Context: an optimization exercise on an open-source flow, tuned for small area and a short achievable clock period. The choices shown serve that exercise and are no tape-out recipe. No functional check of the RTL was part of any run shown here. Power is estimated from default activity; no workload was simulated.

--- constraint.sdc ---
create_clock -name core_clock -period 10.0 [get_ports {clk}]
set_input_delay 2.0000 -clock core_clock [delete_from_list [all_inputs] [get_ports {clk}]]
set_output_delay 2.0000 -clock core_clock [all_outputs]
set_load 0.01 [all_outputs]
--- design.v ---
module ava_core (
    input  wire        clk,
    input  wire        rst,           
    input  wire [15:0] prog_len,      
    output wire [15:0] prog_addr,     
    input  wire [7:0]  prog_data,     
    output reg  [31:0] stk_w_data,
    output reg         stk_w_valid,
    input  wire        stk_w_ready,
    input  wire [31:0] stk_r_data,
    input  wire        stk_r_valid,
    output reg         stk_r_ready,
    output reg  [7:0]  out_data,
    output reg         out_valid,
    input  wire        out_ready,
    output wire        halt,
    output wire        fault,
    output wire [2:0]  cause,
    output wire        push_lost,
    output wire        out_lost
);
    localparam [3:0] S_INIT     = 4'd0;
    localparam [3:0] S_DECODE   = 4'd1;
    localparam [3:0] S_PUSHIMM1 = 4'd2;
    localparam [3:0] S_PUSHIMM2 = 4'd3;
    localparam [3:0] S_PUSHVAR1 = 4'd4;
    localparam [3:0] S_PUSHVAR2 = 4'd5;
    localparam [3:0] S_PUSHVAR3 = 4'd6;
    localparam [3:0] S_LET1     = 4'd7;    
    localparam [3:0] S_LETW     = 4'd8;    
    localparam [3:0] S_PRINT    = 4'd9;
    localparam [3:0] S_ALU1     = 4'd10;
    localparam [3:0] S_ALU2     = 4'd11;
    localparam [3:0] S_ALU3     = 4'd12;
    localparam [3:0] S_ALU4     = 4'd13;
    localparam [3:0] S_DONE     = 4'd14;
    localparam [7:0] OPC_PUSH_IMM  = 8'h01;
    localparam [7:0] OPC_PUSH_VAR  = 8'h0a;
    localparam [7:0] OPC_LET       = 8'h20;
    localparam [7:0] OPC_PRINT     = 8'h80;
    localparam [7:0] OPC_PRINT_LF  = 8'h82;
    localparam [7:0] OPC_ADD       = 8'ha0;
    localparam [7:0] OPC_MUL       = 8'ha5;
    localparam [2:0] C_NONE      = 3'd0;
    localparam [2:0] C_END       = 3'd1;
    localparam [2:0] C_UNKNOWN   = 3'd2;
    localparam [2:0] C_TRUNC     = 3'd6;
    localparam [2:0] C_BADSLOT   = 3'd7;
    reg  [3:0]  st;
    reg  [15:0] pc;
    reg  [7:0]  fb1;       
    reg         op_mul;
    reg  [15:0] opb;
    reg  [31:0] csx, csy;  
    reg  [2:0]  cause_r;
    reg         push_lost_r;
    reg         out_lost_r;
    reg  [31:0] slot0, slot1, slot2, slot3;
    wire [7:0] fb = prog_data;
    assign prog_addr = pc;
    assign halt      = (cause_r != C_NONE);
    assign fault     = cause_r[2];
    assign cause     = cause_r;
    assign push_lost = push_lost_r;
    assign out_lost  = out_lost_r;
    wire s_init  = (st == S_INIT);
    wire s_dec   = (st == S_DECODE);
    wire s_pi1   = (st == S_PUSHIMM1);
    wire s_pi2   = (st == S_PUSHIMM2);
    wire s_pv1   = (st == S_PUSHVAR1);
    wire s_pv2   = (st == S_PUSHVAR2);
    wire s_pv3   = (st == S_PUSHVAR3);
    wire s_let1  = (st == S_LET1);
    wire s_letw  = (st == S_LETW);
    wire s_print = (st == S_PRINT);
    wire s_alu1  = (st == S_ALU1);
    wire s_alu2  = (st == S_ALU2);
    wire s_alu3  = (st == S_ALU3);
    wire s_alu4  = (st == S_ALU4);
    wire fb_big   = (fb[7:2] != 6'd0);
    wire let_ok   = s_letw || (s_let1 && !fb_big);
    wire [1:0] let_idx = s_letw ? fb1[1:0] : fb[1:0];
    wire slot_w_en = let_ok && stk_r_valid;
    wire        addm = !op_mul;
    wire        mulm = op_mul;
    wire [15:0] a    = stk_r_data[15:0];
    wire [16:0] b    = {opb, 1'b0};
    reg  [7:0]  one, two, neg;
    integer i;
    always @(*) begin
        for (i = 0; i < 8; i = i + 1) begin
            one[i] = mulm & (b[2*i+1] ^ b[2*i]);
            two[i] = mulm & ((b[2*i+2] & ~b[2*i+1] & ~b[2*i]) | (~b[2*i+2] & b[2*i+1] & b[2*i]));
            neg[i] = mulm & b[2*i+2] & ~(b[2*i+1] & b[2*i]);
        end
        one[0] = addm | one[0];
    end
    wire [16:0] as = {a[15], a};
    wire [16:0] a2 = {a, 1'b0};
    wire [16:0] addb = addm ? {3'b000, ~opb[15], opb[14:2]} : 17'd0;
    wire [16:0] pp0 = (({17{one[0]}} & as) | ({17{two[0]}} & a2)) ^ {17{neg[0]}};
    wire [16:0] pp1 = ((({17{one[1]}} & as) | ({17{two[1]}} & a2)) ^ {17{neg[1]}}) | addb;
    wire [16:0] pp2 = (({17{one[2]}} & as) | ({17{two[2]}} & a2)) ^ {17{neg[2]}};
    wire [16:0] pp3 = (({17{one[3]}} & as) | ({17{two[3]}} & a2)) ^ {17{neg[3]}};
    wire [16:0] pp4 = (({17{one[4]}} & as) | ({17{two[4]}} & a2)) ^ {17{neg[4]}};
    wire [16:0] pp5 = (({17{one[5]}} & as) | ({17{two[5]}} & a2)) ^ {17{neg[5]}};
    wire [16:0] pp6 = (({17{one[6]}} & as) | ({17{two[6]}} & a2)) ^ {17{neg[6]}};
    wire [16:0] pp7 = (({17{one[7]}} & as) | ({17{two[7]}} & a2)) ^ {17{neg[7]}};
    wire        ng0 = addm ? opb[0] : neg[0];
    wire        ng1 = neg[1], ng2 = neg[2], ng3 = neg[3], ng4 = neg[4],
                ng5 = neg[5], ng6 = neg[6], ng7 = neg[7];
    wire        ab1 = addm & opb[1];
    wire [31:0] cs_x, cs_y;
    wire h10_0, g10_0, h11_1, g11_1, s12_0, k12_0, h12_2, g12_2, s13_1, k13_1, h13_3, g13_3, s14_2, k14_2, s14_3, k14_3, h14_4, g14_4, s15_4, k15_4, s15_5, k15_5, s15_6, k15_6, s16_7, k16_7, s16_8, k16_8, s16_9, k16_9, s17_10, k17_10, s17_11, k17_11, h17_5, g17_5, s18_12, k18_12, s18_13, k18_13, s19_14, k19_14, h19_6, g19_6, s20_15, k20_15, h21_7, g21_7, h6_8, g6_8, h7_9, g7_9, s8_16, k8_16, h8_10, g8_10, s9_17, k9_17, h9_11, g9_11, s10_18, k10_18, s10_19, k10_19, s11_20, k11_20, s11_21, k11_21, s12_22, k12_22, s12_23, k12_23, s13_24, k13_24, s13_25, k13_25, s14_26, k14_26, s14_27, k14_27, s15_28, k15_28, s15_29, k15_29, s16_30, k16_30, s16_31, k16_31, s17_32, k17_32, s17_33, k17_33, s18_34, k18_34, s18_35, k18_35, s19_36, k19_36, s19_37, k19_37, s20_38, k20_38, s20_39, k20_39, s21_40, k21_40, s21_41, k21_41, s22_42, k22_42, s22_43, k22_43, s23_44, k23_44, h23_12, g23_12, s24_45, k24_45, h25_13, g25_13, h4_14, g4_14, h5_15, g5_15, s6_46, k6_46, s7_47, k7_47, s8_48, k8_48, s9_49, k9_49, s10_50, k10_50, s11_51, k11_51, s12_52, k12_52, s13_53, k13_53, s14_54, k14_54, s15_55, k15_55, s16_56, k16_56, s17_57, k17_57, s18_58, k18_58, s19_59, k19_59, s20_60, k20_60, s21_61, k21_61, s22_62, k22_62, s23_63, k23_63, s24_64, k24_64, s25_65, k25_65, s26_66, k26_66, h27_16, g27_16, h2_17, g2_17, h3_18, g3_18, s4_67, k4_67, s5_68, k5_68, s6_69, k6_69, s7_70, k7_70, s8_71, k8_71, s9_72, k9_72, s10_73, k10_73, s11_74, k11_74, s12_75, k12_75, s13_76, k13_76, s14_77, k14_77, s15_78, k15_78, s16_79, k16_79, s17_80, k17_80, s18_81, k18_81, s19_82, k19_82, s20_83, k20_83, s21_84, k21_84, s22_85, k22_85, s23_86, k23_86, s24_87, k24_87, s25_88, k25_88, s26_89, k26_89, s27_90, k27_90, s28_91, k28_91, h29_19, g29_19;
    assign h10_0 = pp0[10] ^ pp1[8];
    assign g10_0 = pp0[10] & pp1[8];
    assign h11_1 = pp0[11] ^ pp1[9];
    assign g11_1 = pp0[11] & pp1[9];
    assign s12_0 = pp0[12] ^ pp1[10] ^ pp2[8];
    assign k12_0 = (pp0[12] & pp1[10]) | (pp0[12] & pp2[8]) | (pp1[10] & pp2[8]);
    assign h12_2 = pp3[6] ^ pp4[4];
    assign g12_2 = pp3[6] & pp4[4];
    assign s13_1 = pp0[13] ^ pp1[11] ^ pp2[9];
    assign k13_1 = (pp0[13] & pp1[11]) | (pp0[13] & pp2[9]) | (pp1[11] & pp2[9]);
    assign h13_3 = pp3[7] ^ pp4[5];
    assign g13_3 = pp3[7] & pp4[5];
    assign s14_2 = pp0[14] ^ pp1[12] ^ pp2[10];
    assign k14_2 = (pp0[14] & pp1[12]) | (pp0[14] & pp2[10]) | (pp1[12] & pp2[10]);
    assign s14_3 = pp3[8] ^ pp4[6] ^ pp5[4];
    assign k14_3 = (pp3[8] & pp4[6]) | (pp3[8] & pp5[4]) | (pp4[6] & pp5[4]);
    assign h14_4 = pp6[2] ^ pp7[0];
    assign g14_4 = pp6[2] & pp7[0];
    assign s15_4 = pp0[15] ^ pp1[13] ^ pp2[11];
    assign k15_4 = (pp0[15] & pp1[13]) | (pp0[15] & pp2[11]) | (pp1[13] & pp2[11]);
    assign s15_5 = pp3[9] ^ pp4[7] ^ pp5[5];
    assign k15_5 = (pp3[9] & pp4[7]) | (pp3[9] & pp5[5]) | (pp4[7] & pp5[5]);
    assign s15_6 = pp6[3] ^ pp7[1] ^ addm;
    assign k15_6 = (pp6[3] & pp7[1]) | (pp6[3] & addm) | (pp7[1] & addm);
    assign s16_7 = ~pp0[16] ^ pp1[14] ^ pp2[12];
    assign k16_7 = (~pp0[16] & pp1[14]) | (~pp0[16] & pp2[12]) | (pp1[14] & pp2[12]);
    assign s16_8 = pp3[10] ^ pp4[8] ^ pp5[6];
    assign k16_8 = (pp3[10] & pp4[8]) | (pp3[10] & pp5[6]) | (pp4[8] & pp5[6]);
    assign s16_9 = pp6[4] ^ pp7[2] ^ mulm;
    assign k16_9 = (pp6[4] & pp7[2]) | (pp6[4] & mulm) | (pp7[2] & mulm);
    assign s17_10 = pp1[15] ^ pp2[13] ^ pp3[11];
    assign k17_10 = (pp1[15] & pp2[13]) | (pp1[15] & pp3[11]) | (pp2[13] & pp3[11]);
    assign s17_11 = pp4[9] ^ pp5[7] ^ pp6[5];
    assign k17_11 = (pp4[9] & pp5[7]) | (pp4[9] & pp6[5]) | (pp5[7] & pp6[5]);
    assign h17_5 = pp7[3] ^ 1'b1;
    assign g17_5 = pp7[3] & 1'b1;
    assign s18_12 = ~pp1[16] ^ pp2[14] ^ pp3[12];
    assign k18_12 = (~pp1[16] & pp2[14]) | (~pp1[16] & pp3[12]) | (pp2[14] & pp3[12]);
    assign s18_13 = pp4[10] ^ pp5[8] ^ pp6[6];
    assign k18_13 = (pp4[10] & pp5[8]) | (pp4[10] & pp6[6]) | (pp5[8] & pp6[6]);
    assign s19_14 = pp2[15] ^ pp3[13] ^ pp4[11];
    assign k19_14 = (pp2[15] & pp3[13]) | (pp2[15] & pp4[11]) | (pp3[13] & pp4[11]);
    assign h19_6 = pp5[9] ^ pp6[7];
    assign g19_6 = pp5[9] & pp6[7];
    assign s20_15 = ~pp2[16] ^ pp3[14] ^ pp4[12];
    assign k20_15 = (~pp2[16] & pp3[14]) | (~pp2[16] & pp4[12]) | (pp3[14] & pp4[12]);
    assign h21_7 = pp3[15] ^ pp4[13];
    assign g21_7 = pp3[15] & pp4[13];
    assign h6_8 = pp0[6] ^ pp1[4];
    assign g6_8 = pp0[6] & pp1[4];
    assign h7_9 = pp0[7] ^ pp1[5];
    assign g7_9 = pp0[7] & pp1[5];
    assign s8_16 = pp0[8] ^ pp1[6] ^ pp2[4];
    assign k8_16 = (pp0[8] & pp1[6]) | (pp0[8] & pp2[4]) | (pp1[6] & pp2[4]);
    assign h8_10 = pp3[2] ^ pp4[0];
    assign g8_10 = pp3[2] & pp4[0];
    assign s9_17 = pp0[9] ^ pp1[7] ^ pp2[5];
    assign k9_17 = (pp0[9] & pp1[7]) | (pp0[9] & pp2[5]) | (pp1[7] & pp2[5]);
    assign h9_11 = pp3[3] ^ pp4[1];
    assign g9_11 = pp3[3] & pp4[1];
    assign s10_18 = h10_0 ^ pp2[6] ^ pp3[4];
    assign k10_18 = (h10_0 & pp2[6]) | (h10_0 & pp3[4]) | (pp2[6] & pp3[4]);
    assign s10_19 = pp4[2] ^ pp5[0] ^ ng5;
    assign k10_19 = (pp4[2] & pp5[0]) | (pp4[2] & ng5) | (pp5[0] & ng5);
    assign s11_20 = h11_1 ^ pp2[7] ^ pp3[5];
    assign k11_20 = (h11_1 & pp2[7]) | (h11_1 & pp3[5]) | (pp2[7] & pp3[5]);
    assign s11_21 = pp4[3] ^ pp5[1] ^ g10_0;
    assign k11_21 = (pp4[3] & pp5[1]) | (pp4[3] & g10_0) | (pp5[1] & g10_0);
    assign s12_22 = s12_0 ^ h12_2 ^ pp5[2];
    assign k12_22 = (s12_0 & h12_2) | (s12_0 & pp5[2]) | (h12_2 & pp5[2]);
    assign s12_23 = pp6[0] ^ ng6 ^ g11_1;
    assign k12_23 = (pp6[0] & ng6) | (pp6[0] & g11_1) | (ng6 & g11_1);
    assign s13_24 = s13_1 ^ h13_3 ^ pp5[3];
    assign k13_24 = (s13_1 & h13_3) | (s13_1 & pp5[3]) | (h13_3 & pp5[3]);
    assign s13_25 = pp6[1] ^ k12_0 ^ g12_2;
    assign k13_25 = (pp6[1] & k12_0) | (pp6[1] & g12_2) | (k12_0 & g12_2);
    assign s14_26 = s14_2 ^ s14_3 ^ h14_4;
    assign k14_26 = (s14_2 & s14_3) | (s14_2 & h14_4) | (s14_3 & h14_4);
    assign s14_27 = ng7 ^ k13_1 ^ g13_3;
    assign k14_27 = (ng7 & k13_1) | (ng7 & g13_3) | (k13_1 & g13_3);
    assign s15_28 = s15_4 ^ s15_5 ^ s15_6;
    assign k15_28 = (s15_4 & s15_5) | (s15_4 & s15_6) | (s15_5 & s15_6);
    assign s15_29 = k14_2 ^ k14_3 ^ g14_4;
    assign k15_29 = (k14_2 & k14_3) | (k14_2 & g14_4) | (k14_3 & g14_4);
    assign s16_30 = s16_7 ^ s16_8 ^ s16_9;
    assign k16_30 = (s16_7 & s16_8) | (s16_7 & s16_9) | (s16_8 & s16_9);
    assign s16_31 = k15_4 ^ k15_5 ^ k15_6;
    assign k16_31 = (k15_4 & k15_5) | (k15_4 & k15_6) | (k15_5 & k15_6);
    assign s17_32 = s17_10 ^ s17_11 ^ h17_5;
    assign k17_32 = (s17_10 & s17_11) | (s17_10 & h17_5) | (s17_11 & h17_5);
    assign s17_33 = k16_7 ^ k16_8 ^ k16_9;
    assign k17_33 = (k16_7 & k16_8) | (k16_7 & k16_9) | (k16_8 & k16_9);
    assign s18_34 = s18_12 ^ s18_13 ^ pp7[4];
    assign k18_34 = (s18_12 & s18_13) | (s18_12 & pp7[4]) | (s18_13 & pp7[4]);
    assign s18_35 = k17_10 ^ k17_11 ^ g17_5;
    assign k18_35 = (k17_10 & k17_11) | (k17_10 & g17_5) | (k17_11 & g17_5);
    assign s19_36 = s19_14 ^ h19_6 ^ pp7[5];
    assign k19_36 = (s19_14 & h19_6) | (s19_14 & pp7[5]) | (h19_6 & pp7[5]);
    assign s19_37 = k18_12 ^ k18_13 ^ 1'b1;
    assign k19_37 = (k18_12 & k18_13) | (k18_12 & 1'b1) | (k18_13 & 1'b1);
    assign s20_38 = s20_15 ^ pp5[10] ^ pp6[8];
    assign k20_38 = (s20_15 & pp5[10]) | (s20_15 & pp6[8]) | (pp5[10] & pp6[8]);
    assign s20_39 = pp7[6] ^ k19_14 ^ g19_6;
    assign k20_39 = (pp7[6] & k19_14) | (pp7[6] & g19_6) | (k19_14 & g19_6);
    assign s21_40 = h21_7 ^ pp5[11] ^ pp6[9];
    assign k21_40 = (h21_7 & pp5[11]) | (h21_7 & pp6[9]) | (pp5[11] & pp6[9]);
    assign s21_41 = pp7[7] ^ k20_15 ^ 1'b1;
    assign k21_41 = (pp7[7] & k20_15) | (pp7[7] & 1'b1) | (k20_15 & 1'b1);
    assign s22_42 = ~pp3[16] ^ pp4[14] ^ pp5[12];
    assign k22_42 = (~pp3[16] & pp4[14]) | (~pp3[16] & pp5[12]) | (pp4[14] & pp5[12]);
    assign s22_43 = pp6[10] ^ pp7[8] ^ g21_7;
    assign k22_43 = (pp6[10] & pp7[8]) | (pp6[10] & g21_7) | (pp7[8] & g21_7);
    assign s23_44 = pp4[15] ^ pp5[13] ^ pp6[11];
    assign k23_44 = (pp4[15] & pp5[13]) | (pp4[15] & pp6[11]) | (pp5[13] & pp6[11]);
    assign h23_12 = pp7[9] ^ 1'b1;
    assign g23_12 = pp7[9] & 1'b1;
    assign s24_45 = ~pp4[16] ^ pp5[14] ^ pp6[12];
    assign k24_45 = (~pp4[16] & pp5[14]) | (~pp4[16] & pp6[12]) | (pp5[14] & pp6[12]);
    assign h25_13 = pp5[15] ^ pp6[13];
    assign g25_13 = pp5[15] & pp6[13];
    assign h4_14 = pp0[4] ^ pp1[2];
    assign g4_14 = pp0[4] & pp1[2];
    assign h5_15 = pp0[5] ^ pp1[3];
    assign g5_15 = pp0[5] & pp1[3];
    assign s6_46 = h6_8 ^ pp2[2] ^ pp3[0];
    assign k6_46 = (h6_8 & pp2[2]) | (h6_8 & pp3[0]) | (pp2[2] & pp3[0]);
    assign s7_47 = h7_9 ^ pp2[3] ^ pp3[1];
    assign k7_47 = (h7_9 & pp2[3]) | (h7_9 & pp3[1]) | (pp2[3] & pp3[1]);
    assign s8_48 = s8_16 ^ h8_10 ^ ng4;
    assign k8_48 = (s8_16 & h8_10) | (s8_16 & ng4) | (h8_10 & ng4);
    assign s9_49 = s9_17 ^ h9_11 ^ k8_16;
    assign k9_49 = (s9_17 & h9_11) | (s9_17 & k8_16) | (h9_11 & k8_16);
    assign s10_50 = s10_18 ^ s10_19 ^ k9_17;
    assign k10_50 = (s10_18 & s10_19) | (s10_18 & k9_17) | (s10_19 & k9_17);
    assign s11_51 = s11_20 ^ s11_21 ^ k10_18;
    assign k11_51 = (s11_20 & s11_21) | (s11_20 & k10_18) | (s11_21 & k10_18);
    assign s12_52 = s12_22 ^ s12_23 ^ k11_20;
    assign k12_52 = (s12_22 & s12_23) | (s12_22 & k11_20) | (s12_23 & k11_20);
    assign s13_53 = s13_24 ^ s13_25 ^ k12_22;
    assign k13_53 = (s13_24 & s13_25) | (s13_24 & k12_22) | (s13_25 & k12_22);
    assign s14_54 = s14_26 ^ s14_27 ^ k13_24;
    assign k14_54 = (s14_26 & s14_27) | (s14_26 & k13_24) | (s14_27 & k13_24);
    assign s15_55 = s15_28 ^ s15_29 ^ k14_26;
    assign k15_55 = (s15_28 & s15_29) | (s15_28 & k14_26) | (s15_29 & k14_26);
    assign s16_56 = s16_30 ^ s16_31 ^ k15_28;
    assign k16_56 = (s16_30 & s16_31) | (s16_30 & k15_28) | (s16_31 & k15_28);
    assign s17_57 = s17_32 ^ s17_33 ^ k16_30;
    assign k17_57 = (s17_32 & s17_33) | (s17_32 & k16_30) | (s17_33 & k16_30);
    assign s18_58 = s18_34 ^ s18_35 ^ k17_32;
    assign k18_58 = (s18_34 & s18_35) | (s18_34 & k17_32) | (s18_35 & k17_32);
    assign s19_59 = s19_36 ^ s19_37 ^ k18_34;
    assign k19_59 = (s19_36 & s19_37) | (s19_36 & k18_34) | (s19_37 & k18_34);
    assign s20_60 = s20_38 ^ s20_39 ^ k19_36;
    assign k20_60 = (s20_38 & s20_39) | (s20_38 & k19_36) | (s20_39 & k19_36);
    assign s21_61 = s21_40 ^ s21_41 ^ k20_38;
    assign k21_61 = (s21_40 & s21_41) | (s21_40 & k20_38) | (s21_41 & k20_38);
    assign s22_62 = s22_42 ^ s22_43 ^ k21_40;
    assign k22_62 = (s22_42 & s22_43) | (s22_42 & k21_40) | (s22_43 & k21_40);
    assign s23_63 = s23_44 ^ h23_12 ^ k22_42;
    assign k23_63 = (s23_44 & h23_12) | (s23_44 & k22_42) | (h23_12 & k22_42);
    assign s24_64 = s24_45 ^ pp7[10] ^ k23_44;
    assign k24_64 = (s24_45 & pp7[10]) | (s24_45 & k23_44) | (pp7[10] & k23_44);
    assign s25_65 = h25_13 ^ pp7[11] ^ k24_45;
    assign k25_65 = (h25_13 & pp7[11]) | (h25_13 & k24_45) | (pp7[11] & k24_45);
    assign s26_66 = ~pp5[16] ^ pp6[14] ^ pp7[12];
    assign k26_66 = (~pp5[16] & pp6[14]) | (~pp5[16] & pp7[12]) | (pp6[14] & pp7[12]);
    assign h27_16 = pp6[15] ^ pp7[13];
    assign g27_16 = pp6[15] & pp7[13];
    assign h2_17 = pp0[2] ^ pp1[0];
    assign g2_17 = pp0[2] & pp1[0];
    assign h3_18 = pp0[3] ^ pp1[1];
    assign g3_18 = pp0[3] & pp1[1];
    assign s4_67 = h4_14 ^ pp2[0] ^ ng2;
    assign k4_67 = (h4_14 & pp2[0]) | (h4_14 & ng2) | (pp2[0] & ng2);
    assign s5_68 = h5_15 ^ pp2[1] ^ g4_14;
    assign k5_68 = (h5_15 & pp2[1]) | (h5_15 & g4_14) | (pp2[1] & g4_14);
    assign s6_69 = s6_46 ^ ng3 ^ g5_15;
    assign k6_69 = (s6_46 & ng3) | (s6_46 & g5_15) | (ng3 & g5_15);
    assign s7_70 = s7_47 ^ g6_8 ^ k6_46;
    assign k7_70 = (s7_47 & g6_8) | (s7_47 & k6_46) | (g6_8 & k6_46);
    assign s8_71 = s8_48 ^ g7_9 ^ k7_47;
    assign k8_71 = (s8_48 & g7_9) | (s8_48 & k7_47) | (g7_9 & k7_47);
    assign s9_72 = s9_49 ^ g8_10 ^ k8_48;
    assign k9_72 = (s9_49 & g8_10) | (s9_49 & k8_48) | (g8_10 & k8_48);
    assign s10_73 = s10_50 ^ g9_11 ^ k9_49;
    assign k10_73 = (s10_50 & g9_11) | (s10_50 & k9_49) | (g9_11 & k9_49);
    assign s11_74 = s11_51 ^ k10_19 ^ k10_50;
    assign k11_74 = (s11_51 & k10_19) | (s11_51 & k10_50) | (k10_19 & k10_50);
    assign s12_75 = s12_52 ^ k11_21 ^ k11_51;
    assign k12_75 = (s12_52 & k11_21) | (s12_52 & k11_51) | (k11_21 & k11_51);
    assign s13_76 = s13_53 ^ k12_23 ^ k12_52;
    assign k13_76 = (s13_53 & k12_23) | (s13_53 & k12_52) | (k12_23 & k12_52);
    assign s14_77 = s14_54 ^ k13_25 ^ k13_53;
    assign k14_77 = (s14_54 & k13_25) | (s14_54 & k13_53) | (k13_25 & k13_53);
    assign s15_78 = s15_55 ^ k14_27 ^ k14_54;
    assign k15_78 = (s15_55 & k14_27) | (s15_55 & k14_54) | (k14_27 & k14_54);
    assign s16_79 = s16_56 ^ k15_29 ^ k15_55;
    assign k16_79 = (s16_56 & k15_29) | (s16_56 & k15_55) | (k15_29 & k15_55);
    assign s17_80 = s17_57 ^ k16_31 ^ k16_56;
    assign k17_80 = (s17_57 & k16_31) | (s17_57 & k16_56) | (k16_31 & k16_56);
    assign s18_81 = s18_58 ^ k17_33 ^ k17_57;
    assign k18_81 = (s18_58 & k17_33) | (s18_58 & k17_57) | (k17_33 & k17_57);
    assign s19_82 = s19_59 ^ k18_35 ^ k18_58;
    assign k19_82 = (s19_59 & k18_35) | (s19_59 & k18_58) | (k18_35 & k18_58);
    assign s20_83 = s20_60 ^ k19_37 ^ k19_59;
    assign k20_83 = (s20_60 & k19_37) | (s20_60 & k19_59) | (k19_37 & k19_59);
    assign s21_84 = s21_61 ^ k20_39 ^ k20_60;
    assign k21_84 = (s21_61 & k20_39) | (s21_61 & k20_60) | (k20_39 & k20_60);
    assign s22_85 = s22_62 ^ k21_41 ^ k21_61;
    assign k22_85 = (s22_62 & k21_41) | (s22_62 & k21_61) | (k21_41 & k21_61);
    assign s23_86 = s23_63 ^ k22_43 ^ k22_62;
    assign k23_86 = (s23_63 & k22_43) | (s23_63 & k22_62) | (k22_43 & k22_62);
    assign s24_87 = s24_64 ^ g23_12 ^ k23_63;
    assign k24_87 = (s24_64 & g23_12) | (s24_64 & k23_63) | (g23_12 & k23_63);
    assign s25_88 = s25_65 ^ k24_64 ^ 1'b1;
    assign k25_88 = (s25_65 & k24_64) | (s25_65 & 1'b1) | (k24_64 & 1'b1);
    assign s26_89 = s26_66 ^ g25_13 ^ k25_65;
    assign k26_89 = (s26_66 & g25_13) | (s26_66 & k25_65) | (g25_13 & k25_65);
    assign s27_90 = h27_16 ^ k26_66 ^ 1'b1;
    assign k27_90 = (h27_16 & k26_66) | (h27_16 & 1'b1) | (k26_66 & 1'b1);
    assign s28_91 = ~pp6[16] ^ pp7[14] ^ g27_16;
    assign k28_91 = (~pp6[16] & pp7[14]) | (~pp6[16] & g27_16) | (pp7[14] & g27_16);
    assign h29_19 = pp7[15] ^ 1'b1;
    assign g29_19 = pp7[15] & 1'b1;
    assign cs_x[0] = pp0[0];
    assign cs_y[0] = ng0;
    assign cs_x[1] = pp0[1];
    assign cs_y[1] = ab1;
    assign cs_x[2] = h2_17;
    assign cs_y[2] = ng1;
    assign cs_x[3] = h3_18;
    assign cs_y[3] = g2_17;
    assign cs_x[4] = s4_67;
    assign cs_y[4] = g3_18;
    assign cs_x[5] = s5_68;
    assign cs_y[5] = k4_67;
    assign cs_x[6] = s6_69;
    assign cs_y[6] = k5_68;
    assign cs_x[7] = s7_70;
    assign cs_y[7] = k6_69;
    assign cs_x[8] = s8_71;
    assign cs_y[8] = k7_70;
    assign cs_x[9] = s9_72;
    assign cs_y[9] = k8_71;
    assign cs_x[10] = s10_73;
    assign cs_y[10] = k9_72;
    assign cs_x[11] = s11_74;
    assign cs_y[11] = k10_73;
    assign cs_x[12] = s12_75;
    assign cs_y[12] = k11_74;
    assign cs_x[13] = s13_76;
    assign cs_y[13] = k12_75;
    assign cs_x[14] = s14_77;
    assign cs_y[14] = k13_76;
    assign cs_x[15] = s15_78;
    assign cs_y[15] = k14_77;
    assign cs_x[16] = s16_79;
    assign cs_y[16] = k15_78;
    assign cs_x[17] = s17_80;
    assign cs_y[17] = k16_79;
    assign cs_x[18] = s18_81;
    assign cs_y[18] = k17_80;
    assign cs_x[19] = s19_82;
    assign cs_y[19] = k18_81;
    assign cs_x[20] = s20_83;
    assign cs_y[20] = k19_82;
    assign cs_x[21] = s21_84;
    assign cs_y[21] = k20_83;
    assign cs_x[22] = s22_85;
    assign cs_y[22] = k21_84;
    assign cs_x[23] = s23_86;
    assign cs_y[23] = k22_85;
    assign cs_x[24] = s24_87;
    assign cs_y[24] = k23_86;
    assign cs_x[25] = s25_88;
    assign cs_y[25] = k24_87;
    assign cs_x[26] = s26_89;
    assign cs_y[26] = k25_88;
    assign cs_x[27] = s27_90;
    assign cs_y[27] = k26_89;
    assign cs_x[28] = s28_91;
    assign cs_y[28] = k27_90;
    assign cs_x[29] = h29_19;
    assign cs_y[29] = k28_91;
    assign cs_x[30] = ~pp7[16];
    assign cs_y[30] = g29_19;
    assign cs_x[31] = 1'b1;
    assign cs_y[31] = 1'b0;
    wire [31:0] alu_result = csx + csy;
    reg [31:0] slot_rd;
    always @(*) begin
        case (fb1[1:0])
            2'd0: slot_rd = slot0;
            2'd1: slot_rd = slot1;
            2'd2: slot_rd = slot2;
            default: slot_rd = slot3;
        endcase
    end
    always @(*) begin
        stk_w_valid = s_pi2 || s_pv3 || s_alu4;
        stk_r_ready = stk_r_valid && (let_ok || s_print || s_alu1 || s_alu3);
        out_valid   = (s_dec && fb == OPC_PRINT_LF) || (s_print && stk_r_valid);
        out_data    = s_print ? {stk_r_data[7:4] + 4'd3, stk_r_data[3:0]} : 8'h0a;
        if (s_pi2)
            stk_w_data = {16'd0, fb, fb1};
        else if (s_pv3)
            stk_w_data = slot_rd;
        else
            stk_w_data = alu_result;
    end
    wire at_end = ({pc[15:1], pc[0] | s_init} == prog_len);
    always @(posedge clk) begin
        csx <= cs_x;
        csy <= cs_y;
        fb1[7:2] <= fb[7:2];
        if (!(s_letw || s_pv2))
            fb1[1:0] <= fb[1:0];
        if (s_alu1)
            opb <= stk_r_data[15:0];
        if (s_dec)
            op_mul <= fb[0];
    end
    always @(posedge clk) begin
        if (rst) begin
            st          <= S_INIT;
            pc          <= 16'd0;
            cause_r     <= C_NONE;
            push_lost_r <= 1'b0;
            out_lost_r  <= 1'b0;
        end else begin
            if (stk_w_valid && !stk_w_ready)
                push_lost_r <= 1'b1;
            if (out_valid && !out_ready)
                out_lost_r <= 1'b1;
            case (st)
                S_INIT: begin
                    pc <= pc + 16'd1;
                    if (at_end) begin
                        st      <= S_DONE;
                        cause_r <= C_END;
                    end else begin
                        st <= S_DECODE;
                    end
                end
                S_DECODE: begin
                    case (fb)
                        OPC_PUSH_IMM, OPC_PUSH_VAR, OPC_LET: begin
                            if (at_end) begin
                                st      <= S_DONE;
                                cause_r <= C_TRUNC;
                            end else begin
                                pc <= pc + 16'd1;
                                if (fb == OPC_PUSH_IMM)
                                    st <= S_PUSHIMM1;
                                else if (fb == OPC_PUSH_VAR)
                                    st <= S_PUSHVAR1;
                                else
                                    st <= S_LET1;
                            end
                        end
                        OPC_PRINT:    st <= S_PRINT;
                        OPC_PRINT_LF: begin
                            if (at_end) begin
                                st      <= S_DONE;
                                cause_r <= C_END;
                            end else begin
                                pc <= pc + 16'd1;
                                st <= S_DECODE;
                            end
                        end
                        OPC_ADD, OPC_MUL: st <= S_ALU1;
                        default: begin
                            st      <= S_DONE;
                            cause_r <= C_UNKNOWN;
                        end
                    endcase
                end
                S_PUSHIMM1: begin
                    if (at_end) begin
                        st      <= S_DONE;
                        cause_r <= C_TRUNC;
                    end else begin
                        pc <= pc + 16'd1;
                        st <= S_PUSHIMM2;
                    end
                end
                S_PUSHVAR1: begin
                    if (fb_big) begin
                        st      <= S_DONE;
                        cause_r <= C_BADSLOT;
                    end else begin
                        st <= S_PUSHVAR2;
                    end
                end
                S_PUSHVAR2: st <= S_PUSHVAR3;
                S_LET1: begin
                    if (fb_big) begin
                        st      <= S_DONE;
                        cause_r <= C_BADSLOT;
                    end else if (!stk_r_valid) begin
                        st <= S_LETW;
                    end else if (at_end) begin
                        st      <= S_DONE;
                        cause_r <= C_END;
                    end else begin
                        pc <= pc + 16'd1;
                        st <= S_DECODE;
                    end
                end
                S_LETW, S_PRINT: begin
                    if (stk_r_valid) begin
                        if (at_end) begin
                            st      <= S_DONE;
                            cause_r <= C_END;
                        end else begin
                            pc <= pc + 16'd1;
                            st <= S_DECODE;
                        end
                    end
                end
                S_ALU1: if (stk_r_valid) st <= S_ALU2;
                S_ALU2: st <= S_ALU3;
                S_ALU3: if (stk_r_valid) st <= S_ALU4;
                S_PUSHIMM2, S_PUSHVAR3, S_ALU4: begin
                    if (at_end) begin
                        st      <= S_DONE;
                        cause_r <= C_END;
                    end else begin
                        pc <= pc + 16'd1;
                        st <= S_DECODE;
                    end
                end
                default: ;
            endcase
        end
    end
    always @(posedge clk) begin
        if (!rst && slot_w_en) begin
            case (let_idx)
                2'd0: slot0 <= stk_r_data;
                2'd1: slot1 <= stk_r_data;
                2'd2: slot2 <= stk_r_data;
                default: slot3 <= stk_r_data;
            endcase
        end
    end
endmodule
--- run.sh ---
#!/bin/bash
# synth_recipe.tcl (not shown) runs the flow's synth.tcl, then flattens the netlist and writes it again
# the make line also repeats each setting of config.mk as NAME=value (left out here)
make -C /OpenROAD-flow-scripts/flow DESIGN_CONFIG=/design/flow/config.mk WORK_HOME=/design/flow/orfs CLKGATE_MAP_FILE= SYNTH_SCRIPT=/design/flow/synth_recipe.tcl finish
--- config.mk ---
export PLATFORM = sky130hd
export DESIGN_NAME = ava_core
export DESIGN_NICKNAME = ava_core
export VERILOG_FILES = /design/flow/design.v
export SDC_FILE = /design/flow/constraint.sdc
export NUM_CORES = 4
export LEC_CHECK = 0
export ABC_CLOCK_PERIOD_IN_PS = 4500
export CAP_MARGIN = 20
export CORE_MARGIN = 2
export CORE_UTILIZATION = 55
export SETUP_SLACK_MARGIN = 5
export SLEW_MARGIN = 20
==> results.py, run 1 <==
metrics = {
    "die": {
        "die_y_um": 175.6,
        "start_util": 0.5610,
        "io_pins": 127,
        "rows": 62,
        "core_mm2": 0.02886,
        "dieArea_mm2": 0.03083,
        "die_w_um": 175.6,
    },
    "sta": {
        "slew_headroom": 0.2420,
        "rsz0062_at_grt": "yes",
        "finalSetupTns_ns": 0,
        "finClkSkew_ns": 0.03377,
        "worst_pin_slew_ns": 1.128,
        "report.final.slew_viol_count": 0,
        "hold_violations": 0,
        "fin_crit_ns": 5.469,
        "fmax_ghz": 0.1829,
        "min_period_over_period": 0.5469,
        "setup_violations": 0,
    },
    "setup_path": {
        "worst-path-buf-inv": 3,
        "crit_slowest_cell": "fa_2",
        "critPathMaxStageDelay_ns": 0.36,
        "cp_data_required_time_ns": 8.00,
        "path_class": "flip-flop to output pin",
        "path_delay_family": "compound AO/OA/AOI/OAI gates",
        "critPathArrivalTime_ns": 3.47,
        "crit_fanout": 3,
        "cp-end-kind": "output pin",
        "crit_path_start_kind": "flip-flop",
        "cp_cell_sequence": "ha_4 -> inv_2 -> fa_2 -> nor2b_4 -> o2111ai_4 -> a311oi_2 -> buf_4 -> nor4b_4 -> o31ai_2 -> a21oi_2 -> o31ai_4 -> xnor2_2 -> o31ai_1 -> buf_2",
    },
    "logic_synthesis": {
        "yosys_warnings": 1,
        "avgSynthCellArea_um2": 10.49,
        "synth_top_area_share": 0.2726,
        "yosysTopAreaCell": "edfxtp_1",
        "synth_async_sr_flop_share": 0,
        "synth_edf_count": 147,
        "syn_area_mm2": 0.01619,
        "synthCells": 1544,
        "synth_seq_cells": 240,
        "yosysSeqAreaShare": 0.3876,
        "ys.flop_type": "edfxtp_1",
        "synthesis.nets": 1752,
        "synthTopCellsByArea": "edfxtp_1 27%, dfxtp_1 11%, fa_1 11%, a22oi_1 5.0%, xnor2_1 4.8%",
        "synth_cell_types": 81,
    },
    "grt": {
        "grt_max_degree": 36,
        "overflow": 0,
        "grt_pass1_wl_um": 75930,
        "grt_usage": 0.3220,
        "grt_pass1_vias": 12727,
        "antenna_found_initial": 2,
    },
    "outcome": {
        "outcome": "complete, no violations",
    },
    "worst_hold_path": {
        "hold_path.class": "flip-flop to flip-flop",
    },
    "drt": {
        "vias": 12853,
        "viasPerCell": 6.221,
        "dr.pass1.iters": 6,
        "drc": 0,
        "drt_iter0_drc": 1410,
        "drt-wirelength-per-cell_um": 24.01,
        "wl_um": 49610,
        "final_antenna_net_count": 0,
    },
    "clock_network": {
        "clkLatencyLatePin_ns": 0.57,
        "numCtsBuffers": 27,
        "ctsLongestPathBuffers": 3,
        "cts_root_buffer": "clkbuf_16",
        "cts.clk_slew.worst_paths_ns": 0.06,
        "cts_tree": "yes",
        "cts_max_level": 1,
        "cts_num_sinks": 240,
    },
    "power": {
        "p_leak_nw": 7.681,
        "ir_worst_vdd_uv": 193.7,
        "powerDensity_mw_per_mm2": 328.8,
    },
    "flow_run": {
        "max_cap_viol_count": 0,
    },
    "cells_and_area": {
        "layout-drive-gt1-share": 0.1975,
        "syn_to_final_growth_pct": 22.70,
        "stdcell_area_mm2": 0.01987,
        "nets": 1868,
        "nFillCells": 2259,
        "instances_no_fill": 2066,
    },
    "placed_design": {
        "numPortBuffers": 126,
        "gp_congestion": 0.8828,
        "placed_cells": 1973,
        "dpl-instance-area_mm2": 0.01780,
        "place_hpwl_um": 32670,
    },
}
## cells by family after synthesis
logic type	share of synthesized area
DFF	0.3876
AOI/OAI and AO/OA	0.1650
xor gates and xnor gates	0.08601
adders and majority gates	0.1535
and+or+nand+nor	0.09521
buffers and inverters	0.05943
muxes	0.05325
## worst min-delay path, delay by kind of cell (launching register included)
| family | cells | cell delay [ns] |
|---|---|---|
| simple gates | 1 | 0.07 |
| flops | 1 | 0.32 |
| compound gates | 1 | 0.04 |
## sequential cells by signal, summed over array words and instances (netlist names)
| name | count |
|---|---|
| out_lost_r | 1 |
| slot1 | 32 |
| fb1 | 8 |
| st | 4 |
| csx | 31 |
| csy | 31 |
| opb | 16 |
| slot0 | 32 |
| op_mul | 1 |
| slot2 | 32 |
| push_lost_r | 1 |
| cause_r | 3 |
| pc | 16 |
| slot3 | 32 |
## cell usage in the layout (no fill, tap or decap), types with 14 or more instances in the layout
cell               n
a21oi_1           86
xnor2_1           80
ha_1              52
nand2_1           87
dfxtp_1           86
clkdlybuf4s50_1   66
a21o_1            17
fa_1              85
mux4_2            32
edfxtp_1         147
and2_1            14
buf_2             28
xor2_1            69
clkbuf_16         30
inv_1            112
a22oi_1          108
nor2_1            85
a21oi_2           15
buf_4             55
o21ai_0           52
## final cells by class
| class | count | area [um2] | share of cell area |
|---|---|---|---|
| inverter | 116 | 436.7 | 0.02198 |
| timing repair buffer | 208 | 2132 | 0.1073 |
| clock buffer | 40 | 818.3 | 0.04119 |
| clock inverter | 10 | 102.6 | 0.005165 |
| tap | 384 | 480.5 | 0.02419 |
| multi-input combinational | 1067 | 9608 | 0.4837 |
| antenna | 1 | 2.502 | 0.0001260 |
| sequential | 240 | 6285 | 0.3164 |
## path summary, 6_finish.rpt
kind | cells past startpoint | slack (ns) | endpoint | start
max | 14 | 4.53 | stk_w_data[30] | csx[0]$_DFF_P_
min | 2 | 0.47 | push_lost_r$_SDFFE_PP0P_ | push_lost_r$_SDFFE_PP0P_
max reg2reg | 10 | 5.34 | csx[14]$_DFF_P_ | opb[1]$_DFFE_PP_
min reg2reg | 2 | 0.47 | push_lost_r$_SDFFE_PP0P_ | push_lost_r$_SDFFE_PP0P_
## power by group
part           switching [mW]  internal, mW
logic                    2.40          1.78
clock network           0.419         0.598
registers              0.0776          1.26
## Yosys cell counts (12+ instances only)
library cell,count
xnor2_1,88
a221oi_1,12
fa_1,86
nand2_1,92
dfxtp_1,93
nor3_1,16
a22oi_1,108
a21oi_1,100
and2_1,14
ha_1,61
buf_1,12
mux2i_1,13
mux4_2,32
edfxtp_1,147
o21ai_0,73
a31oi_1,13
clkbuf_1,98
nand3_1,13
nor2_1,89
xor2_1,71
nand3b_1,12
a21o_1,17
inv_1,113
a22o_1,12
## routing by layer
metal,track usage,wire (um)
met5,0,13
met4,0.08678,1364
met3,0.05173,4419
met2,0.5277,23520
met1,0.4484,20290
## per-stage QoR
stage                 util  hold WS [ns]  power [mW]  setup slack [ns]
global placement    0.6145        0.4516       5.154             3.753
floorplan                -        0.5021       3.836             4.946
detailed placement  0.6169        0.4623       5.239             3.735
CTS                 0.6825        0.4771       6.454             4.518
global route        0.6884        0.5073       7.059             4.377
finish              0.6884        0.4724       6.531             4.531
## repair_timing
action	in CTS	in global routing
endpoints found under the setup margin	66	49
pin swaps	57	32
cloned	8	0
buffers inserted	23	11
hold buffers	0	0
resized for setup	337	65
hold endpoints to repair	0	0
==> run 2, diff against run 1 <==
--- a/design.v
+++ b/design.v
@@ -400,7 +400,23 @@
     assign cs_y[30] = g29_19;
     assign cs_x[31] = 1'b1;
     assign cs_y[31] = 1'b0;
-    wire [31:0] alu_result = csx + csy;
+    reg  [31:0] bk_p, bk_g, alu_result;
+    integer bi, bj;
+    always @(*) begin
+        bk_p = csx ^ csy;
+        bk_g = csx & csy;
+        for (bi = 1; bi <= 5; bi = bi + 1)
+            for (bj = (1 << bi) - 1; bj < 32; bj = bj + (1 << bi)) begin
+                bk_g[bj] = bk_g[bj] | (bk_p[bj] & bk_g[bj - (1 << (bi - 1))]);
+                bk_p[bj] = bk_p[bj] & bk_p[bj - (1 << (bi - 1))];
+            end
+        for (bi = 5; bi > 0; bi = bi - 1)
+            for (bj = (1 << bi) + (1 << (bi - 1)) - 1; bj < 32; bj = bj + (1 << bi)) begin
+                bk_g[bj] = bk_g[bj] | (bk_p[bj] & bk_g[bj - (1 << (bi - 1))]);
+                bk_p[bj] = bk_p[bj] & bk_p[bj - (1 << (bi - 1))];
+            end
+        alu_result = (csx ^ csy) ^ {bk_g[30:0], 1'b0};
+    end
     reg [31:0] slot_rd;
     always @(*) begin
         case (fb1[1:0])
==> run 2 against run 1 <==
Largest power group unchanged. Critical path type unchanged. Synthesized cell count shrank 2.9%. Largest cell class unchanged. Sequential power barely moved. Non-clock buffer count stayed put. Via count decreased by 3.2%. Highest routed layer is now met4. Critical endpoint unchanged.
==> results.py, run 2 <==
metrics = {
    "outcome": {
        "outcome": "complete, no violations",
    },
    "sta": {
        "worst_pin_slew_ns": 1.049,
        "min_period_over_period": 0.5917,
        "report.final.slew_viol_count": 0,
        "setup_ws_ns": 4.083,
        "slew_headroom": 0.2988,
        "rsz0062_at_grt": "yes",
        "fin_crit_ns": 5.917,
        "hold_violations": 0,
        "finClkSkew_ns": 0.01259,
        "hold_slack_ns": 0.4770,
        "finalSetupTns_ns": 0,
        "fmax_ghz": 0.1690,
        "setup_violations": 0,
    },
    "die": {
        "rows": 62,
        "core_mm2": 0.02870,
        "dieArea_mm2": 0.03049,
        "die_y_um": 174.6,
        "die_w_um": 174.6,
        "io_pins": 127,
        "start_util": 0.5578,
    },
    "setup_path": {
        "crit_path_start_kind": "flip-flop",
        "path_class": "flip-flop to output pin",
        "r2r_cells": 12,
        "cp-end-kind": "output pin",
        "reg2reg_from": "opb[1]$_DFFE_PP_",
        "startpoint": "csy[0]$_DFF_P_",
        "cp_data_required_time_ns": 8.00,
        "critPathArrivalTime_ns": 3.92,
        "r2r_slack_ns": 5.31,
        "rr_endpoint": "csx[12]$_DFF_P_",
        "crit_fanout": 3,
        "setup.worst_path.end": "stk_w_data[30]",
    },
    "clock_network": {
        "cts_num_sinks": 240,
        "numCtsBuffers": 26,
        "cts_max_level": 1,
        "cts_tree": "yes",
        "clkLatencyLatePin_ns": 0.56,
        "cts_root_buffer": "clkbuf_16",
        "ctsLongestPathBuffers": 3,
        "cts.clk_slew.worst_paths_ns": 0.06,
    },
    "logic_synthesis": {
        "syn_area_mm2": 0.01601,
        "yosys_warnings": 1,
        "avgSynthCellArea_um2": 10.68,
        "synth_commonest_cells": "147 x edfxtp_1, 128 x inv_1, 103 x a21oi_1",
        "synthCells": 1499,
        "yosysMostFrequentCell": "edfxtp_1",
        "synth_top_area_share": 0.2757,
        "synth_cell_types": 73,
        "synth-simple-area-share": 0.08902,
        "synth_async_sr_flop_share": 0,
        "synthTopCellsByArea": "edfxtp_1 28%, fa_1 13%, dfxtp_1 12%, xnor2_1 4.8%, ha_1 4.6%",
        "yosysTopAreaCell": "edfxtp_1",
        "synthAdderAreaFrac": 0.1730,
        "synthMuxAreaShare": 0.05440,
        "synth_top_family_by_area": "adder cells",
        "yosysSeqAreaShare": 0.3920,
        "ys.flop_type": "edfxtp_1",
        "synth_seq_cells": 240,
        "synth_compound_area_frac": 0.1537,
        "synth_edf_count": 147,
        "synthesis.nets": 1720,
        "synth_xor_xnor_area_share": 0.07878,
    },
    "cells_and_area": {
        "stdcell_area_mm2": 0.01930,
        "nets": 1841,
        "syn_to_final_growth_pct": 20.58,
        "mostFrequentLayoutCells": "147 x edfxtp_1, 126 x inv_1, 97 x a22oi_1, 92 x fa_1, 91 x nand2_1",
        "layout_commonest_cell": "edfxtp_1",
        "nFillCells": 2228,
        "layout-drive-gt1-share": 0.1720,
        "instances_no_fill": 2025,
        "utilization": 0.6725,
    },
    "drt": {
        "viasPerCell": 6.145,
        "final_antenna_net_count": 0,
        "vias": 12444,
        "wl_um": 48200,
        "drt-wirelength-per-cell_um": 23.80,
        "drc": 0,
        "drt_iter0_drc": 1139,
        "dr.pass1.iters": 6,
    },
    "grt": {
        "grt_pass1_vias": 12731,
        "overflow": 0,
        "grt_usage": 0.3181,
        "grt_pass1_wl_um": 73850,
        "antenna_found_initial": 1,
        "grt_max_degree": 33,
    },
    "placed_design": {
        "place_hpwl_um": 31100,
        "dpl-instance-area_mm2": 0.01769,
        "post-place-ws_ns": 3.481,
        "numPortBuffers": 126,
        "placed_cells": 1934,
        "gp_congestion": 0.9579,
    },
    "power": {
        "p_leak_nw": 7.470,
        "powerDensity_mw_per_mm2": 313.8,
        "total_power_mw": 6.058,
        "ir_worst_vdd_uv": 260.9,
    },
    "flow_run": {
        "max_cap_viol_count": 0,
    },
    "worst_hold_path": {
        "hold_path.class": "flip-flop to flip-flop",
    },
}
[run 2: cell types whose count changed after synthesis, moves of 8 or more]
cell and delta:
o21ai_0 -24, a221o_1 +15, fa_1 +15, inv_1 +15
xor2_1 -15, a21o_1 -12, a22oi_1 -11, a221oi_1 -8
[run 2: worst min-delay path by stage]
stage / from / to / slack [ns] / depth (start not counted)
4_1_cts: push_lost_r$_SDFFE_PP0P_ / push_lost_r$_SDFFE_PP0P_ / 0.48 / 2
3_5_place_dp: push_lost_r$_SDFFE_PP0P_ / push_lost_r$_SDFFE_PP0P_ / 0.47 / 2
2_1_floorplan: out_lost_r$_SDFFE_PP0P_ / out_lost_r$_SDFFE_PP0P_ / 0.50 / 2
5_1_grt: push_lost_r$_SDFFE_PP0P_ / push_lost_r$_SDFFE_PP0P_ / 0.52 / 2
6_report: out_lost_r$_SDFFE_PP0P_ / out_lost_r$_SDFFE_PP0P_ / 0.48 / 2
3_3_place_gp: push_lost_r$_SDFFE_PP0P_ / push_lost_r$_SDFFE_PP0P_ / 0.45 / 2
[run 2: where the power goes]
part	internal (mW)	leakage, nW	switching [mW]
sequential	1.25	2.10	0.116
clock	0.542	0.413	0.405
combinational	1.65	4.96	2.10
total	3.44	7.47	2.62
[run 2: critical path, stage by stage (launching register included)]
cell	delay, ns
dfxtp_2	0.33
ha_4	0.15
fa_2	0.34
a211o_1	0.31
a211oi_4	0.30
a211oi_4	0.14
a21oi_2	0.23
a21oi_2	0.10
a41o_1	0.28
o41a_1	0.35
fa_1	0.51
nand2_2	0.08
a21oi_2	0.12
buf_2	0.13
[run 2: routing by layer]
layer	global-route usage	wire (um)	part of all wire
met1	0.3886	18110	0.38
met2	0.5604	24480	0.51
met3	0.04265	3209	0.067
met4	0.1497	2402	0.050
met5	0	0	0
[run 2: kinds of logic (layout without fill, tap and decap cells)]
| group | after synthesis | after routing |
|---|---|---|
| buf+inv | 248 | 389 |
| fa+ha+maj | 161 | 161 |
| flops | 240 | 240 |
| compound gates | 363 | 363 |
| other cells | 0 | 1 |
| mux | 47 | 47 |
| simple gates | 296 | 296 |
| xor+xnor | 144 | 144 |
[run 2: layout make-up]
type                       instances  area [um2]  share of cell area
multi-input combinational       1011        9145              0.4737
clock inverter                    10       106.4            0.005509
clock buffer                      38       737.0             0.03818
timing repair buffer             208        2039              0.1057
antenna                            1       2.502           0.0001296
inverter                         133       506.7             0.02625
sequential                       240        6286              0.3256
tap                              384       480.5             0.02489
[run 2: what timing repair did]
action                     in CTS  in global routing
pin swaps                      38                 26
hold buffers                    0                  0
setup buffers                  21                 13
gates cloned                    8                  0
setup endpoints to repair      65                 37
gates resized for setup       244                 68
==> run 3, diff against run 2 <==
--- a/design.v
+++ b/design.v
@@ -51,7 +51,9 @@
     reg  [7:0]  fb1;       
     reg         op_mul;
     reg  [15:0] opb;
-    reg  [31:0] csx, csy;  
+    reg  [31:8] csx, csy;  
+    reg  [7:0]  lo_sum;    
+    reg         lo_cy;     
     reg  [2:0]  cause_r;
     reg         push_lost_r;
     reg         out_lost_r;
@@ -400,22 +402,27 @@
     assign cs_y[30] = g29_19;
     assign cs_x[31] = 1'b1;
     assign cs_y[31] = 1'b0;
-    reg  [31:0] bk_p, bk_g, alu_result;
-    integer bi, bj;
+    wire [31:0] cs_p = cs_x ^ cs_y;
+    wire [31:0] cs_g = cs_x & cs_y;
+    reg  [8:0]  lo_c;
+    integer li;
     always @(*) begin
-        bk_p = csx ^ csy;
-        bk_g = csx & csy;
-        for (bi = 1; bi <= 5; bi = bi + 1)
-            for (bj = (1 << bi) - 1; bj < 32; bj = bj + (1 << bi)) begin
-                bk_g[bj] = bk_g[bj] | (bk_p[bj] & bk_g[bj - (1 << (bi - 1))]);
-                bk_p[bj] = bk_p[bj] & bk_p[bj - (1 << (bi - 1))];
-            end
-        for (bi = 5; bi > 0; bi = bi - 1)
-            for (bj = (1 << bi) + (1 << (bi - 1)) - 1; bj < 32; bj = bj + (1 << bi)) begin
-                bk_g[bj] = bk_g[bj] | (bk_p[bj] & bk_g[bj - (1 << (bi - 1))]);
-                bk_p[bj] = bk_p[bj] & bk_p[bj - (1 << (bi - 1))];
-            end
-        alu_result = (csx ^ csy) ^ {bk_g[30:0], 1'b0};
+        lo_c[0] = 1'b0;
+        for (li = 0; li < 8; li = li + 1)
+            lo_c[li + 1] = cs_g[li] | (cs_p[li] & lo_c[li]);
+    end
+    reg  [23:0] ks_p, ks_g;
+    reg  [31:0] alu_result;
+    integer ki;
+    always @(*) begin
+        ks_p = csx;
+        ks_g = csy;
+        ks_g[0] = csy[8] | (csx[8] & lo_cy);
+        for (ki = 1; ki < 24; ki = ki * 2) begin
+            ks_g = ks_g | (ks_p & (ks_g << ki));
+            ks_p = ks_p & ((ks_p << ki) | ((24'd1 << ki) - 24'd1));
+        end
+        alu_result = {csx ^ {ks_g[22:0], lo_cy}, lo_sum};
     end
     reg [31:0] slot_rd;
     always @(*) begin
@@ -440,8 +447,10 @@
     end
     wire at_end = ({pc[15:1], pc[0] | s_init} == prog_len);
     always @(posedge clk) begin
-        csx <= cs_x;
-        csy <= cs_y;
+        csx <= cs_p[31:8];
+        csy <= cs_g[31:8];
+        lo_sum <= cs_p[7:0] ^ lo_c[7:0];
+        lo_cy <= lo_c[8];
         fb1[7:2] <= fb[7:2];
         if (!(s_letw || s_pv2))
             fb1[1:0] <= fb[1:0];
==> flow/run.sh (new file) <==
#!/bin/bash
# The standard layout, with plain buffers (not delay cells) on the ports.
set -euo pipefail
export BUFFER_PORTS_ARGS="-buffer_cell sky130_fd_sc_hd__buf_2"
bash standard.sh finish > standard_flow.log 2>&1
==> standard.sh (new file) <==
#!/bin/bash
# synth_recipe.tcl (not shown) runs the flow's synth.tcl, then flattens the netlist and writes it again
# the make line also repeats each setting of config.mk as NAME=value (left out here)
make -C /OpenROAD-flow-scripts/flow DESIGN_CONFIG=/design/flow/config.mk WORK_HOME=/design/flow/orfs CLKGATE_MAP_FILE= SYNTH_SCRIPT=/design/flow/synth_recipe.tcl "${@:-finish}"
--- a/config.mk
+++ b/config.mk
@@ -5,9 +5,8 @@
 export SDC_FILE = /design/flow/constraint.sdc
 export NUM_CORES = 4
 export LEC_CHECK = 0
-export ABC_CLOCK_PERIOD_IN_PS = 4500
 export CAP_MARGIN = 20
 export CORE_MARGIN = 2
 export CORE_UTILIZATION = 55
-export SETUP_SLACK_MARGIN = 5
+export SETUP_SLACK_MARGIN = 4.7
 export SLEW_MARGIN = 20
removed: run.sh
==> run 3 against run 2 <==
Global-route usage shrank 2.5 points. Worst setup slack improved by 0.26 ns. Critical endpoint is now stk_r_ready. Total power down 12%. Critical path depth decreased by 7. Routed wire length fell by 8.1%. Flip-flop and latch count fell by 7. Synthesized cell count increased by 0.73%. First-iteration DRC count shrank 14%. Non-clock buffer count shrank 52. Worst hold slack worse by 0.0060 ns. Still clean on timing, DRC and antenna. Sequential share of layout area grew 1.8 points.
==> results.py, run 3 <==
metrics = {
    "sta": {
        "hold_slack_ns": 0.4710,
        "setup_violations": 0,
        "worst_pin_slew_ns": 1.005,
        "finClkSkew_ns": 0.01676,
        "hold_violations": 0,
        "fmax_ghz": 0.1767,
        "fin_crit_ns": 5.661,
        "slew_headroom": 0.3303,
        "finalSetupTns_ns": 0,
        "min_period_over_period": 0.5661,
        "rsz0062_at_grt": "yes",
        "report.final.slew_viol_count": 0,
    },
    "power": {
        "p_comb_frac": 0.565,
        "p_clk_frac": 0.180,
        "internal-power_mw": 3.046,
        "p_leak_nw": 7.013,
        "pwr-share-seq": 0.254,
        "ir_worst_vdd_uv": 197.3,
        "powerDensity_mw_per_mm2": 298.6,
        "swShare": 0.4284,
        "p_sw_mw": 2.283,
    },
    "logic_synthesis": {
        "yosysMostFrequentCell": "edfxtp_1",
        "synthMuxAreaShare": 0.05567,
        "synth_cell_types": 72,
        "yosysTopAreaCell": "edfxtp_1",
        "yosysSeqAreaShare": 0.3878,
        "ys.flop_type": "edfxtp_1",
        "synth_top_family_by_area": "adder cells",
        "synthesis.nets": 1719,
        "yosys_warnings": 1,
        "synth_seq_cells": 233,
        "synthTopCellsByArea": "edfxtp_1 28%, fa_1 12%, dfxtp_1 11%, a22oi_1 5.7%, xnor2_1 4.7%",
        "synth_xor_xnor_area_share": 0.08138,
        "syn_area_mm2": 0.01582,
        "synthAdderAreaFrac": 0.1607,
        "synth_edf_count": 147,
        "synth_commonest_cells": "147 x edfxtp_1, 129 x inv_1, 120 x a22oi_1",
        "synth_compound_area_frac": 0.1587,
        "synth_top_area_share": 0.2790,
        "synth-simple-area-share": 0.09427,
        "synth_async_sr_flop_share": 0,
        "avgSynthCellArea_um2": 10.48,
        "synthCells": 1510,
    },
    "die": {
        "start_util": 0.5542,
        "dieArea_mm2": 0.03014,
        "io_pins": 127,
        "die_y_um": 173.6,
        "rows": 62,
        "core_mm2": 0.02855,
        "die_w_um": 173.6,
    },
    "cells_and_area": {
        "antennaDiodeCount": 0,
        "mostFrequentLayoutCells": "147 x edfxtp_1, 128 x inv_1, 121 x buf_2, 120 x a22oi_1, 106 x nand2_1",
        "multi_input_area_mm2": 0.008912,
        "syn_to_final_growth_pct": 12.79,
        "nets": 1782,
        "layout-drive-gt1-share": 0.1758,
        "layout_commonest_cell": "edfxtp_1",
        "nFillCells": 2469,
        "regArea_mm2": 0.006136,
    },
    "drt": {
        "wl_um": 44300,
        "drt-wirelength-per-cell_um": 22.41,
        "viasPerCell": 6.083,
        "drt_iter0_drc": 974,
        "vias": 12027,
        "final_antenna_net_count": 0,
        "dr.pass1.iters": 7,
        "drc": 0,
    },
    "placed_design": {
        "place_hpwl_um": 30700,
        "gp_congestion": 0.8910,
        "numPortBuffers": 126,
    },
    "clock_network": {
        "postCtsHoldBufs": 0,
        "cts_max_level": 1,
        "ctsLongestPathBuffers": 3,
        "cts_tree": "yes",
        "clkLatencyLatePin_ns": 0.55,
        "cts_num_sinks": 233,
        "numCtsBuffers": 26,
        "cts_root_buffer": "clkbuf_16",
        "cts.clk_slew.worst_paths_ns": 0.05,
    },
    "grt": {
        "grt_max_degree": 34,
        "grt_pass1_vias": 11998,
        "antenna_found_initial": 0,
        "grt_pass1_wl_um": 68730,
        "overflow": 0,
        "grt_usage": 0.2933,
    },
    "setup_path": {
        "crit_path_start_kind": "primary input",
        "crit_fanout": 2,
        "cp-end-kind": "output pin",
        "critPathMaxStageDelay_ns": 0.55,
        "crit_slowest_cell": "or4_4",
        "critPathArrivalTime_ns": 3.66,
        "cp_data_required_time_ns": 8.00,
        "path_class": "primary input to output pin",
        "cp_cell_sequence": "buf_8 -> or4_4 -> or3_4 -> or3_4 -> a21oi_4 -> buf_2",
        "worst-path-buf-inv": 2,
        "path_delay_family": "simple AND/OR/NAND/NOR gates",
        "cpMostUsedCell": "or3_4",
    },
    "worst_hold_path": {
        "hold_path.class": "flip-flop to flip-flop",
    },
    "outcome": {
        "outcome": "complete, no violations",
    },
    "flow_run": {
        "max_cap_viol_count": 0,
    },
}
==> run 3: cell types whose count changed after synthesis, sizes merged, moves of 8 or more <==
cell,change
a21oi,-19
a221o,-17
a221oi,+8
a22oi,+23
and3,+13
fa,-9
nand2,+11
nor2,-16
o21ai,+21
==> run 3: path summary, 6_finish.rpt <==
path,start,endpoint,slack (ns),cells after the start
worst max register to register,op_mul$_DFFE_PP_,csx[20]$_DFF_P_,5.04,12
worst min-delay path,out_lost_r$_SDFFE_PP0P_,out_lost_r$_SDFFE_PP0P_,0.47,2
worst min register to register,out_lost_r$_SDFFE_PP0P_,out_lost_r$_SDFFE_PP0P_,0.47,2
worst max-delay path,prog_data[4],stk_r_ready,4.34,6
==> run 3: worst reg2reg max path: cells and delay by family (launching register included) <==
kind                     cells  cell delay [ns]
flip-flops                   1             0.33
XOR/XNOR                     1             0.21
adder cells (fa/ha/maj)      5             2.29
buffers and inverters        4             0.94
AO/OA/AOI/OAI                2             1.05
==> run 3: routing by layer <==
layer / part of all wire / up-vias / track usage
met5: 0 / - / 0
met4: 0.037 / 0 / 0.1075
met3: 0.078 / 102 / 0.05724
met2: 0.47 / 551 / 0.4793
met1: 0.42 / 5863 / 0.3919
li1: - / 5511 / -
==> run 3: cell type report <==
cell class | instances | share of cell area
sequential | 233 | 0.3439
tap | 384 | 0.02692
clock inverter | 9 | 0.007012
inverter | 134 | 0.02847
clock buffer | 39 | 0.04172
timing repair buffer | 156 | 0.05259
multi-input combinational | 1022 | 0.4994
==> run 3: kinds of logic (layout without fill, tap and decap cells) <==
group / after synthesis / count (layout)
xor gates and xnor gates: 147 / 147
and+or+nand+nor: 305 / 305
DFF: 233 / 233
adders and majority gates: 148 / 148
buffers and inverters: 255 / 338
AOI/OAI and AO/OA: 374 / 374
muxes: 48 / 48
==> run 3: timing repair <==
action / 4_1_cts / 5_1_grt
endpoints found under the hold margin: 0 / 0
endpoints found under the setup margin: 15 / 20
pin swaps: 11 / 4
buffers inserted: 5 / 3
gates resized for setup: 24 / 13
==> run 3: power groups by stage <==
stage | sequential (mW) | clock (mW) | combinational [mW]
2_1_floorplan | 1.32 | 0 | 2.11
3_3_place_gp | 1.38 | 0 | 2.89
3_5_place_dp | 1.38 | 0 | 2.99
4_1_cts | 1.36 | 0.973 | 3.04
5_1_grt | 1.37 | 1.02 | 3.45
6_report | 1.36 | 0.960 | 3.01
==> run 3: per-stage QoR <==
step | power, mW | cell area (um2) | setup WS, ns | util | cells
6_report | 5.329 | 17840 | 4.339 | 0.6251 | 1977
3_5_place_dp | 4.365 | 16720 | 4.056 | 0.5858 | 1919
2_1_floorplan | 3.422 | 15870 | 4.270 | - | 1510
4_1_cts | 5.369 | 17720 | 4.229 | 0.6209 | 1972
5_1_grt | 5.835 | 17840 | 4.331 | 0.6251 | 1977
3_3_place_gp | 4.271 | 16670 | 4.075 | 0.5838 | 1916

-- static timing again, ports no longer ideal --
Ports are ideal in the flow. The routed layouts listed here were re-timed in OpenROAD.
Step 1 (the two cells are an assumption about what drives the block):
set clk [get_ports {clk}]
set_driving_cell -lib_cell sky130_fd_sc_hd__clkbuf_16 $clk
set_driving_cell -lib_cell sky130_fd_sc_hd__buf_2 [delete_from_list [all_inputs] $clk]
Step 2, shift: input delay + t, output delay - t, t = (earliest + latest rising clock arrival at the registers) / 2. This alone moves slack from input paths to output paths.
Slacks: no drivers / after step 1 / after step 2; pairs: no drivers / after step 1.
run	t (ns)	slack for setup (ns)	worst setup path after step 2	clock arrival spread, ns
run 1	0.611	4.531 / 4.474 / 4.528	input to register	0.034 / 0.033
run 2	0.603	4.083 / 4.029 / 4.513	input to register	0.012 / 0.013
run 3	0.591	4.339 / 4.296 / 4.296	input to output	0.017 / 0.017
After both steps setup and hold are still met in every run listed. For run 3, which loses most, drivers alone change the setup slack by -0.043 ns; drivers and shift together by -0.043 ns.
